Context: an optimization exercise on an open-source flow, tuned for small area, a short achievable clock period and few clock cycles. The choices shown serve that exercise and are no tape-out recipe. Only simulation tests tie the RTL to the original design; equivalence was not proved. Power and IR drop assume default switching activity.

Design aw_core, start of the top module:
module aw_core (
    input  wire        clk,
    input  wire        rst,
    input  wire        cmd_valid,
    output wire        cmd_ready,
    input  wire [31:0] cmd,
    output reg         rsp_valid,
    output reg  [31:0] rsp
);
Size in the first run: roughly 2200 cells after synthesis, roughly 620 flip-flops, ~69 I/O pins, ~28000 um^2 of cells after synthesis.
export LEC_CHECK = 0
export CAP_MARGIN = 20
export CORE_MARGIN = 2
export CORE_UTILIZATION = 65
export CTS_CLUSTER_DIAMETER = 60
export CTS_CLUSTER_SIZE = 30
export PLACE_DENSITY = 0.75
export SLEW_MARGIN = 20
create_clock -name core_clock -period 10.0 [get_ports {clk}]
standard.sh (not shown) runs the stock make flow with config.mk's settings and CLKGATE_MAP_FILE= SYNTH_SCRIPT=/design/flow/synth_recipe.tcl, a recipe that flattens the netlist after the stock synthesis.
==> flow/flow/run.sh <==
#!/bin/bash
set -euo pipefail
export SETUP_SLACK_MARGIN=6.9
bash standard.sh > standard_make.log 2>&1
Testbench counts at the start, summed over its fixed seeds: cycles 2,320.
Rerun with:
CTS_CLUSTER_DIAMETER = not set   (was 60)
CTS_CLUSTER_SIZE = not set   (was 30)
Effect: Final cell count climbs slightly; via count climbs slightly; routed wire length climbs slightly; power climbs by a little under a tenth; utilization climbs by 1.8 points; flip-flop and latch count is unchanged.

* * *

Another version of the RTL of aw_core (not shown whole).
For scale: about 2300 cells after synthesis, roughly 69 I/O pins, about 28000 sq um of cells after synthesis.
// aw_core
module aw_core (
    input  wire        clk,
    input  wire        rst,
    input  wire        cmd_valid,
    output wire        cmd_ready,
    input  wire [31:0] cmd,
    output reg         rsp_valid,
    output reg  [31:0] rsp
);
    localparam [7:0] OP_NOP     = 8'h00;
    localparam [7:0] OP_BUF_WR  = 8'h01;
    localparam [7:0] OP_BUF_RD  = 8'h02;
    localparam [7:0] OP_CSR_RD  = 8'h03;
    localparam [7:0] OP_GF_EXP  = 8'h30;
    localparam [7:0] OP_GF_LOG  = 8'h31;
    localparam [7:0] OP_GF_MUL  = 8'h32;
    localparam [7:0] OP_RS_GEN  = 8'h40;
    localparam [7:0] OP_RS_ENC  = 8'h41;
    localparam [7:0] OP_RS_SYN  = 8'h42;
    localparam [7:0] OP_FMT_ENC = 8'h50;
    localparam [7:0] OP_QR_INIT = 8'h60;
    localparam [7:0] OP_QR_DATA = 8'h61;
    localparam [7:0] OP_QR_FMT  = 8'h62;
    localparam [7:0] OP_QR_GET  = 8'h63;
    localparam [7:0] OP_QR_ROW  = 8'h64;
    localparam [23:0] CORE_ID = 24'h415701;
    localparam F_WR   = 0;    
    localparam F_RD   = 1;    
    localparam F_CSR  = 2;    
    localparam F_EXP  = 3;    
    localparam F_LOG  = 4;    
    localparam F_MUL  = 5;    
    localparam F_GEN  = 6;    
    localparam F_ENC  = 7;    
    localparam F_SYN  = 8;    
    localparam F_FENC = 9;    
    localparam F_INIT = 10;   
    localparam F_DATA = 11;   
    localparam F_FMT  = 12;   
    localparam F_GET  = 13;   
    localparam F_ROW  = 14;   
    localparam F_LEG  = 15;   
    localparam F_DOM  = 16;   
    localparam F_NOP  = 17;   
    localparam ND     = 18;
    localparam NF     = 18;
    function [7:0] gen_coef;
        input [2:0] j;
        case (j)
            3'd0: gen_coef = 8'h75;
            3'd1: gen_coef = 8'h44;
            3'd2: gen_coef = 8'h0B;
            3'd3: gen_coef = 8'hA4;
            3'd4: gen_coef = 8'h9A;
            3'd5: gen_coef = 8'h7A;
            3'd6: gen_coef = 8'h7F;
            default: gen_coef = 8'h01;
        endcase
    endfunction
    function [7:0] gf_cmul;
        input [7:0] a;
        input [7:0] b;
  ...
clock: 10.0 ns
lec_check: 0
cap_margin: 20
core_margin: 2
core_utilization: 65
place_density: 0.75
slew_margin: 20
Scripts as last shown in full above: flow/flow/run.sh
The starting point completed without violations.
Testbench counts at the start, summed over its fixed seeds: cycles 2,320.
Rerun with:
Settings changed: CTS_CLUSTER_DIAMETER set to 60, CTS_CLUSTER_SIZE set to 30.
Via count came out lower by 0.86%.
Design area came out lower by 1.5%.
Global-route usage came out lower by 0.30 points.
Power came out lower by 3.8%.
Non-clock buffer count came out higher by 9.
Critical path depth came out higher by 1.
Count of clock-buffer cells in the layout came out lower by 33.
Utilization came out lower by 1.1 points.

* * *

Another version of the RTL of aw_core (not shown whole).
Size: roughly 2300 cells after synthesis, about 640 flip-flops, roughly 69 I/O pins, about 29000 um2 of cells after synthesis.
## aw_core
module aw_core (
    input  wire        clk,
    input  wire        rst,
    input  wire        cmd_valid,
    output wire        cmd_ready,
    input  wire [31:0] cmd,
    output reg         rsp_valid,
    output reg  [31:0] rsp
);
Settings: LEC_CHECK=0, CAP_MARGIN=20, CORE_MARGIN=2, CORE_UTILIZATION=65, CTS_CLUSTER_DIAMETER=60, CTS_CLUSTER_SIZE=30, PLACE_DENSITY=0.75, SLEW_MARGIN=20; clock period 10.0 ns.
==> flow/flow/run.sh <==
#!/bin/bash
set -euo pipefail
export SETUP_SLACK_MARGIN=6.8
export BUFFER_PORTS_ARGS="-buffer_cell sky130_fd_sc_hd__buf_1"
bash standard.sh > standard_make.log 2>&1
Testbench counts at the start, summed over its fixed seeds: cycles 2,320.
Next try:
==> flow/flow/run.sh (replaced) <==
#!/bin/bash
set -euo pipefail
export SETUP_SLACK_MARGIN=6.9
export BUFFER_PORTS_ARGS="-buffer_cell sky130_fd_sc_hd__buf_1"
bash standard.sh > standard_make.log 2>&1
Settings changed: CORE_UTILIZATION 65 to 75, PLACE_DENSITY 0.75 to 0.85.
Cell area increases by 0.80%.
Sequential share of layout area decreases by 0.35 points.
Worst hold slack stays flat.
Power went down by 0.47%.
Worst setup slack improved by 0.12 ns.
Utilization goes up by 12 points.
Clock power stays flat.
Global-route usage rose by 6.8 points.

[what the ideal ports hide]
No port has a modelled driver above. Below, the same layouts with a new extraction and two added sets of constraints.
Step 1, drivers: a clkbuf_16 drives clk and a buf_2 each remaining input, both assumed.
Step 2 moves the port delays by t, midway between the first and last clock arrival at a register: inputs arrive t later, outputs are due t later. That takes back most of the time a late clock gives input paths.
Three values: ideal ports, drivers, drivers and shift; two values: the first two.
run	t, ns	setup slack, ns	hold slack, ns
the first run of note 1	0.665	6.830 / 6.830 / 6.257	0.429 / 0.429 / 0.429
the second run of note 1	0.695	6.841 / 6.841 / 6.318	0.418 / 0.418 / 0.418
the first run of note 2	0.689	6.794 / 6.794 / 6.196	0.419 / 0.419 / 0.419
the second run of note 2	0.649	6.748 / 6.748 / 6.209	0.424 / 0.424 / 0.424
the first run of note 3	0.650	6.729 / 6.729 / 6.253	0.414 / 0.414 / 0.414
the second run of note 3	0.657	6.845 / 6.800 / 6.216	0.414 / 0.414 / 0.414
After both steps setup and hold are still met in every run listed. The setup slack of the second run of note 3, which loses most, moves by -0.045 ns with the drivers and by -0.629 ns with both steps.
